Source: an optimization exercise on an open RTL-to-GDS flow (aim: small area). Production flows keep margins and buffers that such runs may drop.
Function was checked by simulation only, so behaviour that the tests miss may differ from the original.
Power and IR drop assume default switching activity.

==> inputs of v15 <==
## weird64
module weird64 (
    input  wire        clk,
    input  wire        rst,
    input  wire        bus_valid,
    input  wire        bus_write,
    input  wire [7:0]  bus_addr,
    input  wire [2:0]  bus_size,
    input  wire [31:0] bus_wdata,
    output reg  [31:0] bus_rdata,
    output wire        bus_err,
    output wire        irq
);
clock: 15.0 ns
lec_check: 0
cap_margin: 20
core_margin: 2
core_utilization: 50
cts_buf_list: sky130_fd_sc_hd__clkbuf_16
cts_cluster_diameter: 60
cts_cluster_size: 24
slew_margin: 20
synth_hierarchical: 1
run.sh (not shown) runs the stock make flow with config.mk's settings and CLKGATE_MAP_FILE= SYNTH_SCRIPT=/design/flow/synth_recipe.tcl, a recipe that flattens the netlist after the stock synthesis.
==> v6 (differences from v15) <==
==> flow/flow/run.sh (new file) <==
#!/bin/bash
# The standard layout (standard.sh: the standard flow's synthesis, floorplan, placement,
# CTS, routing), with two changes passed to the ORFS scripts:
# - the port buffers are the smallest buffer cell (buf_1) rather than the one
#   buffer_ports picks by default;
# - CTS inserts no dummy loads and uses clkbuf_8 buffers.
# The whole make output goes to flow_make.log in this folder; each ORFS step
# also keeps its own log under orfs/logs/.
set -euo pipefail
export BUFFER_PORTS_ARGS="-buffer_cell sky130_fd_sc_hd__buf_1"
export CTS_ARGS="-sink_clustering_enable -repair_clock_nets -dont_use_dummy_load -buf_list sky130_fd_sc_hd__clkbuf_8 -sink_clustering_size 14 -sink_clustering_max_diameter 50"
bash standard.sh > flow_make.log 2>&1
==> flow/standard.sh (new file) <==
#!/bin/bash
# synth_recipe.tcl (not shown) runs the flow's synth.tcl, then flattens the netlist and writes it again
# the make line also repeats each setting of config.mk as NAME=value (left out here)
make -C /OpenROAD-flow-scripts/flow DESIGN_CONFIG=/design/flow/config.mk WORK_HOME=/design/flow/orfs CLKGATE_MAP_FILE= SYNTH_SCRIPT=/design/flow/synth_recipe.tcl "${@:-finish}"
Settings changed: CTS_BUF_LIST sky130_fd_sc_hd__clkbuf_16 to not set, CTS_CLUSTER_DIAMETER 60 to not set, CTS_CLUSTER_SIZE 24 to not set.
removed: flow/run.sh
==> v21 (differences from v15) <==
Settings changed: CTS_BUF_LIST sky130_fd_sc_hd__clkbuf_16 to sky130_fd_sc_hd__clkbuf_8, CTS_CLUSTER_DIAMETER 60 to 50, CTS_CLUSTER_SIZE 24 to 14.
==> notes.md <==
v15 finished clean. v6 passed the timing, DRC and antenna checks. v21 went through all stages and came out clean.
In flip-flop and latch count, v15 and v21 do not differ.
First-iteration DRC count: v15 > v21 > v6.
Sequential power is about the same in v6 and v15.
Between v6 and v15, the lower setup slack is in v6 (gap 260 ps).
Via count: v21 is larger than v6 (1.3%).


==> build 74: inputs <==
weird64, a different RTL version from the one above (not shown whole).
// weird64
module weird64 (
    input  wire        clk,
    input  wire        rst,
    input  wire        bus_valid,
    input  wire        bus_write,
    input  wire [7:0]  bus_addr,
    input  wire [2:0]  bus_size,
    input  wire [31:0] bus_wdata,
    output reg  [31:0] bus_rdata,
    output wire        bus_err,
    output wire        irq
);
    localparam [1:0] C_ILL = 2'd0, C_ENC = 2'd1, C_DEC = 2'd2, C_CFG = 2'd3;
    function [4:0] dcode;
        input [3:0] d;
        begin
            case (d)
                4'd0: dcode = 5'h00; 4'd1: dcode = 5'h1D; 4'd2: dcode = 5'h1E;
                4'd3: dcode = 5'h1F; 4'd4: dcode = 5'h1C; 4'd5: dcode = 5'h15;
                4'd6: dcode = 5'h1B; 4'd7: dcode = 5'h0F; 4'd8: dcode = 5'h0C;
                default: dcode = 5'h09;
            endcase
        end
    endfunction
    function [7:0] casc;
        input [4:0] x;
        begin
            case (x)
                5'h00: casc = "0"; 5'h1D: casc = "1"; 5'h1E: casc = "2";
                5'h1F: casc = "3"; 5'h1C: casc = "4"; 5'h15: casc = "5";
                5'h1B: casc = "6"; 5'h0F: casc = "7"; 5'h0C: casc = "8";
                5'h09: casc = "9";
                default: casc = {3'b010, x};
            endcase
        end
    endfunction
  ...
export LEC_CHECK = 0
export CAP_MARGIN = 20
export CELL_PAD_IN_SITES_DETAIL_PLACEMENT = 1
export CELL_PAD_IN_SITES_GLOBAL_PLACEMENT = 1
export CORE_MARGIN = 2
export CORE_UTILIZATION = 40
export SLEW_MARGIN = 20
export SYNTH_HIERARCHICAL = 1
create_clock -name core_clock -period 15.0 [get_ports {clk}]
standard.sh (not shown) runs the stock make flow with config.mk's settings and CLKGATE_MAP_FILE= SYNTH_SCRIPT=/design/flow/synth_recipe.tcl, a recipe that flattens the netlist after the stock synthesis.
==> flow/flow/run.sh <==
#!/bin/bash
# The standard layout (standard.sh: the standard flow's synthesis, floorplan, placement,
# CTS, routing), with two changes passed to the ORFS scripts:
# - the port buffers are the smallest buffer cell (buf_1) rather than the one
#   buffer_ports picks by default;
# - CTS inserts no dummy loads and uses clkbuf_8 buffers.
# The whole make output goes to flow_make.log in this folder; each ORFS step
# also keeps its own log under orfs/logs/.
set -euo pipefail
export BUFFER_PORTS_ARGS="-buffer_cell sky130_fd_sc_hd__buf_1"
export CTS_ARGS="-sink_clustering_enable -repair_clock_nets -dont_use_dummy_load -buf_list sky130_fd_sc_hd__clkbuf_16 -sink_clustering_size 22 -sink_clustering_max_diameter 80"
bash standard.sh > flow_make.log 2>&1
==> build 4 (differences from build 74) <==
--- a/flow/design.v
+++ b/flow/design.v
@@ -528,13 +528,14 @@
     end
     always @(posedge clk)
         if (accept | do_shift) kidx <= accept ? 4'd0 : kidx_next;
     generate
         for (g = 0; g < 65; g = g + 1) begin : g_work
             wire en = accept | do_shift | ((g < 32) ? (do_seen & seen_set[g % 32]) : 1'b0);
-            wire dn = accept ? ((g == 0) ? (bus_wdata == 32'h1) : 1'b0) : (do_shift ? w_sh[g] : 1'b1);
+            wire dn = accept ? ((g == 0) ? (bus_wdata == 32'h1) : 1'b0) :
+                      ((g < 32) ? (do_shift ? w_sh[g] : 1'b1) : w_sh[g]);
             always @(posedge clk) if (en) work[g] <= dn;
         end
     endgenerate
 endmodule
 module w64_ao #(parameter N = 3) (
     input  wire [N-1:0] sel,
==> flow/flow/run.sh (replaced) <==
#!/bin/bash
# The standard layout (standard.sh: the standard flow's synthesis, floorplan, placement,
# CTS, routing), with two changes passed to the ORFS scripts:
# - the port buffers are the smallest buffer cell (buf_1) rather than the one
#   buffer_ports picks by default;
# - CTS inserts no dummy loads and uses clkbuf_16 buffers, up to 28 sinks per cluster.
# The whole make output goes to flow_make.log in this folder; each ORFS step
# also keeps its own log under orfs/logs/.
set -euo pipefail
export BUFFER_PORTS_ARGS="-buffer_cell sky130_fd_sc_hd__buf_1"
export CTS_ARGS="-sink_clustering_enable -repair_clock_nets -dont_use_dummy_load -buf_list sky130_fd_sc_hd__clkbuf_16 -sink_clustering_size 24 -sink_clustering_max_diameter 80"
bash standard.sh > flow_make.log 2>&1
- PLACE_DENSITY: unset -> 0.8
==> notes.md <==
* Combinational power at 390 uW
* R2R Path End: as_[28]
* Status: timing/DRC/antenna clean
* Leakage at approximately 0.017 uW
* Critical Path AT at between 8000 and 9000 ps
Source of the figures above: build 74

==> notes.md <==
* Status: timing/DRC/antenna clean
* R2R Path End: res_hi[21]
* # IOs at 81
* Vias in the first global route at 32000
* Leakage at 0.0165 uW
* Max incr delay on CP at 690 ps
* Critical Path AT at 8100 ps
* Combinational power at 976 uW
Source of the figures above: build 4



==> run D: inputs <==
Starting RTL as in the previous note.
Settings: LEC_CHECK=0, CAP_MARGIN=20, CELL_PAD_IN_SITES_DETAIL_PLACEMENT=1, CELL_PAD_IN_SITES_GLOBAL_PLACEMENT=1, CORE_MARGIN=2, CORE_UTILIZATION=40, SLEW_MARGIN=20, SYNTH_HIERARCHICAL=1; clock period 15.0 ns.
==> flow/flow/run.sh <==
#!/bin/bash
# The standard layout (standard.sh: the standard flow's synthesis, floorplan, placement,
# CTS, routing), with two changes passed to the ORFS scripts:
# - the port buffers are the smallest buffer cell (buf_1) rather than the one
#   buffer_ports picks by default;
# - CTS inserts no dummy loads and uses clkbuf_8 buffers.
# The whole make output goes to flow_make.log in this folder; each ORFS step
# also keeps its own log under orfs/logs/.
set -euo pipefail
export BUFFER_PORTS_ARGS="-buffer_cell sky130_fd_sc_hd__buf_1"
export CTS_ARGS="-sink_clustering_enable -repair_clock_nets -dont_use_dummy_load -buf_list sky130_fd_sc_hd__clkbuf_8 -sink_clustering_size 14 -sink_clustering_max_diameter 50"
bash standard.sh > flow_make.log 2>&1
==> run K: changes against run D <==
--- a/flow/design.v
+++ b/flow/design.v
@@ -527,15 +527,16 @@
         end
     end
     always @(posedge clk)
         if (accept | do_shift) kidx <= accept ? 4'd0 : kidx_next;
     generate
         for (g = 0; g < 65; g = g + 1) begin : g_work
             wire en = accept | do_shift | ((g < 32) ? (do_seen & seen_set[g % 32]) : 1'b0);
-            wire dn = accept ? ((g == 0) ? (bus_wdata == 32'h1) : 1'b0) : (do_shift ? w_sh[g] : 1'b1);
+            wire dn = accept ? ((g == 0) ? (bus_wdata == 32'h1) : 1'b0) :
+                      ((g < 32) ? (do_shift ? w_sh[g] : 1'b1) : w_sh[g]);
             always @(posedge clk) if (en) work[g] <= dn;
         end
     endgenerate
 endmodule
 module w64_ao #(parameter N = 3) (
     input  wire [N-1:0] sel,
     input  wire [N-1:0] d,
==> flow/flow/run.sh (replaced) <==
#!/bin/bash
# The standard layout (standard.sh: the standard flow's synthesis, floorplan, placement,
# CTS, routing), with two changes passed to the ORFS scripts:
# - the port buffers are the smallest buffer cell (buf_1) rather than the one
#   buffer_ports picks by default;
# - CTS inserts no dummy loads and uses clkbuf_16 buffers, up to 24 sinks per cluster.
# The whole make output goes to flow_make.log in this folder; each ORFS step
# also keeps its own log under orfs/logs/.
set -euo pipefail
export BUFFER_PORTS_ARGS="-buffer_cell sky130_fd_sc_hd__buf_1"
export CTS_ARGS="-sink_clustering_enable -repair_clock_nets -dont_use_dummy_load -buf_list sky130_fd_sc_hd__clkbuf_16 -sink_clustering_size 24 -sink_clustering_max_diameter 80"
bash standard.sh > flow_make.log 2>&1
Settings changed: PLACE_DENSITY from default to 0.85.
==> run Y: changes against run D <==
--- a/flow/design.v
+++ b/flow/design.v
@@ -527,15 +527,16 @@
         end
     end
     always @(posedge clk)
         if (accept | do_shift) kidx <= accept ? 4'd0 : kidx_next;
     generate
         for (g = 0; g < 65; g = g + 1) begin : g_work
             wire en = accept | do_shift | ((g < 32) ? (do_seen & seen_set[g % 32]) : 1'b0);
-            wire dn = accept ? ((g == 0) ? (bus_wdata == 32'h1) : 1'b0) : (do_shift ? w_sh[g] : 1'b1);
+            wire dn = accept ? ((g == 0) ? (bus_wdata == 32'h1) : 1'b0) :
+                      ((g < 32) ? (do_shift ? w_sh[g] : 1'b1) : w_sh[g]);
             always @(posedge clk) if (en) work[g] <= dn;
         end
     endgenerate
 endmodule
 module w64_ao #(parameter N = 3) (
     input  wire [N-1:0] sel,
     input  wire [N-1:0] d,
==> flow/flow/run.sh (replaced) <==
#!/bin/bash
# The standard layout (standard.sh: the standard flow's synthesis, floorplan, placement,
# CTS, routing), with two changes passed to the ORFS scripts:
# - the port buffers are the smallest buffer cell (buf_1) rather than the one
#   buffer_ports picks by default;
# - CTS inserts no dummy loads and uses clkbuf_16 buffers, up to 28 sinks per cluster.
# The whole make output goes to flow_make.log in this folder; each ORFS step
# also keeps its own log under orfs/logs/.
set -euo pipefail
export BUFFER_PORTS_ARGS="-buffer_cell sky130_fd_sc_hd__buf_1"
export CTS_ARGS="-sink_clustering_enable -repair_clock_nets -dont_use_dummy_load -buf_list sky130_fd_sc_hd__clkbuf_16 -sink_clustering_size 28 -sink_clustering_max_diameter 90"
bash standard.sh > flow_make.log 2>&1
==> qor summary <==
quantity                                                                        run K                     run D                      run Y
Status                                                        complete, no violations   complete, no violations    complete, no violations
P_leak                                                                        16.5 nW                   17.0 nW                    16.5 nW
Gr usage total                                                                  33.1%                     35.9%                      37.5%
Comb group                                                                   0.982 mW                  0.391 mW                   0.996 mW
Worst supply voltage drop on vdd                                             0.121 mV                 0.0804 mV                   0.104 mV
Simple-gate portion of the synthesized area                                     10.3%                     10.2%                      10.3%
Number of cells produced by synthesis                                            3044                      3084                       3044
Most repeated library cell on the critical path                sky130_fd_sc_hd__inv_1  sky130_fd_sc_hd__nand2_1     sky130_fd_sc_hd__inv_1
Met2 routed WL                                                               82100 µm                  92600 µm                   95400 µm
Layout-stage area growth over the synthesis result                              10.1%                     11.1%                      10.2%
Share of synthesized area occupied by flip-flops and latches                    70.4%                     69.3%                      70.4%
Violation count after the first detailed-routing iteration                       9297                      7786                       7801
Cell at the slowest stage of the critical path                 sky130_fd_sc_hd__inv_1  sky130_fd_sc_hd__nand2_1  sky130_fd_sc_hd__a222oi_1
Effective utilization at floorplan                                              40.3%                     40.3%                      40.3%
Final period demand of the worst path                                        11080 ps                  11120 ps                   11120 ps
Non-clock inverter count                                                           78                        77                         78
Worst hold slack across all endpoints                                          330 ps                    282 ps                     307 ps
Area of placed instances                                                    47500 µm²                 48300 µm²                  47700 µm²
Inserted Diodes                                                                    13                        21                         11
Launch point of the critical path                                         bus_addr[3]               bus_addr[2]                bus_addr[3]
Routability congestion estimate                                                  1.09                      1.03                       1.02
Filler Cells Inserted                                                           11156                     11272                      11059
Fraction of the mapped netlist area in compound gates                           15.0%                     16.0%                      15.0%
Achievable clock frequency                                                   90.3 MHz                  90.0 MHz                   89.9 MHz
Seq/total area                                                                  63.9%                     62.3%                      63.9%
Routed Wire Length                                                          193000 µm                 213000 µm                  217000 µm


==> inputs of job 2412 <==
weird64 with an RTL version that a note above also has.
==> flow/config.mk <==
export PLATFORM = sky130hd
export DESIGN_NAME = weird64
export DESIGN_NICKNAME = weird64
export VERILOG_FILES = /design/flow/design.v
export SDC_FILE = /design/flow/constraint.sdc
export NUM_CORES = 4
export LEC_CHECK = 0
export CAP_MARGIN = 20
export CELL_PAD_IN_SITES_DETAIL_PLACEMENT = 1
export CELL_PAD_IN_SITES_GLOBAL_PLACEMENT = 1
export CORE_MARGIN = 2
export CORE_UTILIZATION = 40
export PLACE_DENSITY = 0.8
export SLEW_MARGIN = 20
export SYNTH_HIERARCHICAL = 1
==> flow/constraint.sdc <==
create_clock -name core_clock -period 15.0 [get_ports {clk}]
set_input_delay 3.0000 -clock core_clock [delete_from_list [all_inputs] [get_ports {clk}]]
set_output_delay 3.0000 -clock core_clock [all_outputs]
set_load 0.01 [all_outputs]
==> flow/flow/run.sh <==
#!/bin/bash
# The standard layout (standard.sh: the standard flow's synthesis, floorplan, placement,
# CTS, routing), with two changes passed to the ORFS scripts:
# - the port buffers are the smallest buffer cell (buf_1) rather than the one
#   buffer_ports picks by default;
# - CTS inserts no dummy loads and uses clkbuf_16 buffers, up to 24 sinks per cluster.
# The whole make output goes to flow_make.log in this folder; each ORFS step
# also keeps its own log under orfs/logs/.
set -euo pipefail
export BUFFER_PORTS_ARGS="-buffer_cell sky130_fd_sc_hd__buf_1"
export CTS_ARGS="-sink_clustering_enable -repair_clock_nets -dont_use_dummy_load -buf_list sky130_fd_sc_hd__clkbuf_16 -sink_clustering_size 24 -sink_clustering_max_diameter 80"
bash standard.sh > flow_make.log 2>&1
==> inputs of job 3350, as changes to job 2412 <==
--- a/flow/design.v
+++ b/flow/design.v
@@ -526,18 +526,17 @@
             end
         end
     end
     always @(posedge clk)
         if (accept | do_shift) kidx <= accept ? 4'd0 : kidx_next;
     generate
         for (g = 0; g < 65; g = g + 1) begin : g_work
             wire en = accept | do_shift | ((g < 32) ? (do_seen & seen_set[g % 32]) : 1'b0);
-            wire dn = accept ? ((g == 0) ? (bus_wdata == 32'h1) : 1'b0) :
-                      ((g < 32) ? (do_shift ? w_sh[g] : 1'b1) : w_sh[g]);
+            wire dn = accept ? ((g == 0) ? (bus_wdata == 32'h1) : 1'b0) : (do_shift ? w_sh[g] : 1'b1);
             always @(posedge clk) if (en) work[g] <= dn;
         end
     endgenerate
 endmodule
 module w64_ao #(parameter N = 3) (
     input  wire [N-1:0] sel,
     input  wire [N-1:0] d,
     output wire         y
==> flow/flow/run.sh (replaced) <==
#!/bin/bash
# The standard layout (standard.sh: the standard flow's synthesis, floorplan, placement,
# CTS, routing), with two changes passed to the ORFS scripts:
# - the port buffers are the smallest buffer cell (buf_1) rather than the one
#   buffer_ports picks by default;
# - CTS inserts no dummy loads and uses clkbuf_8 buffers.
# The whole make output goes to flow_make.log in this folder; each ORFS step
# also keeps its own log under orfs/logs/.
set -euo pipefail
export BUFFER_PORTS_ARGS="-buffer_cell sky130_fd_sc_hd__buf_1"
export CTS_ARGS="-sink_clustering_enable -repair_clock_nets -dont_use_dummy_load -buf_list sky130_fd_sc_hd__clkbuf_16 -sink_clustering_size 28 -sink_clustering_max_diameter 90"
bash standard.sh > flow_make.log 2>&1
==> comparison <==
Job 3350 completed with no timing, DRC or antenna violations. Job 2412 finished with timing, DRC and antenna clean. In sequential power, job 2412 and job 3350 hardly differ. In critical path depth, job 2412 and job 3350 do not differ. Register-to-register slack: job 2412 is better than job 3350 (0.23 ns). In flip-flop and latch count, job 2412 and job 3350 do not differ. In job 2412 the non-clock buffer count is higher than in job 3350, by 6. Against job 3350, the power of job 2412 is larger by 13%. Of job 3350 and job 2412, job 2412 has the higher combinational power (gap 61%, measured against job 2412).
==> figures <==
                                                             job 3350       job 2412
Multi-input combinational gate total                             1806           1777
Sequential area share after synthesis                           0.693          0.704
Clock buffer count from CTS                                        49             55
Switching power of the nets                                   1.34 mW        1.77 mW
Reg-to-reg setup timing slack                                 5.03 ns        5.26 ns
Maximum fanout encountered on the critical timing path             22             23
Die width                                                      340 µm         338 µm
Switching Share                                                 0.244          0.286
Setup crit start                                          bus_addr[2]    bus_addr[3]
Clock buffer count in the final layout                             49             55
Critical path arrival                                         7.84 ns        8.10 ns
Status                                       timing/DRC/antenna clean  timing/DRC/antenna clean
Length in cells of the worst reg-to-reg path                       21             22
Critical Path Sink                                      bus_rdata[28]  bus_rdata[12]
Compound-cell area share of the yosys netlist                   0.160          0.150

[re-timing with driven ports]
The flow's constraints put no driver on any port. The routed layouts listed below were extracted and timed again, unchanged, in two steps. Step 1 sets driving cells, clkbuf_16 on the clock port and buf_2 on the other inputs (assumed; they add their load-dependent delay and slew). Step 2 times the ports against the registers' clock, not the clock port: input delays grow and output delays shrink by t, the midpoint of the rising clock arrivals with the driver on. a / b / c = ideal ports / drivers / drivers and shift; a / b = the first two.
| run | t (ns) | slack for setup (ns) | worst hold slack (ns) | latest minus earliest clock arrival (ns) | worst data-port slew with drivers (ns) |
|---|---|---|---|---|---|
| v15 | 0.758 | 3.418 / 3.396 / 3.396 | 0.319 / 0.319 / 0.319 | 0.041 / 0.041 | 0.09 |
| v6 | 0.867 | 3.159 / 3.138 / 3.138 | 0.303 / 0.303 / 0.303 | 0.093 / 0.093 | 0.10 |
| v21 | 0.885 | 3.453 / 3.431 / 3.431 | 0.298 / 0.298 / 0.298 | 0.067 / 0.067 | 0.09 |
| build 74 | 0.725 | 3.937 / 3.914 / 3.914 | 0.290 / 0.290 / 0.290 | 0.078 / 0.077 | 0.07 |
| build 4 | 0.734 | 3.900 / 3.827 / 3.827 | 0.320 / 0.320 / 0.320 | 0.090 / 0.090 | 0.07 |
| run D | 0.909 | 3.885 / 3.861 / 3.861 | 0.282 / 0.282 / 0.282 | 0.103 / 0.104 | 0.07 |
| run K | 0.722 | 3.922 / 3.843 / 3.843 | 0.330 / 0.330 / 0.330 | 0.096 / 0.095 | 0.08 |
| run Y | 0.749 | 3.880 / 3.858 / 3.858 | 0.307 / 0.307 / 0.307 | 0.099 / 0.100 | 0.07 |
| job 2412 | 0.734 | 3.900 / 3.827 / 3.827 | 0.320 / 0.320 / 0.320 | 0.090 / 0.090 | 0.07 |
| job 3350 | 0.728 | 4.163 / 4.124 / 4.124 | 0.277 / 0.277 / 0.277 | 0.128 / 0.127 | 0.05 |
After both steps every run listed still meets setup and hold. For run K, which loses most, drivers alone change the setup slack by -0.079 ns; drivers and shift together by -0.079 ns.
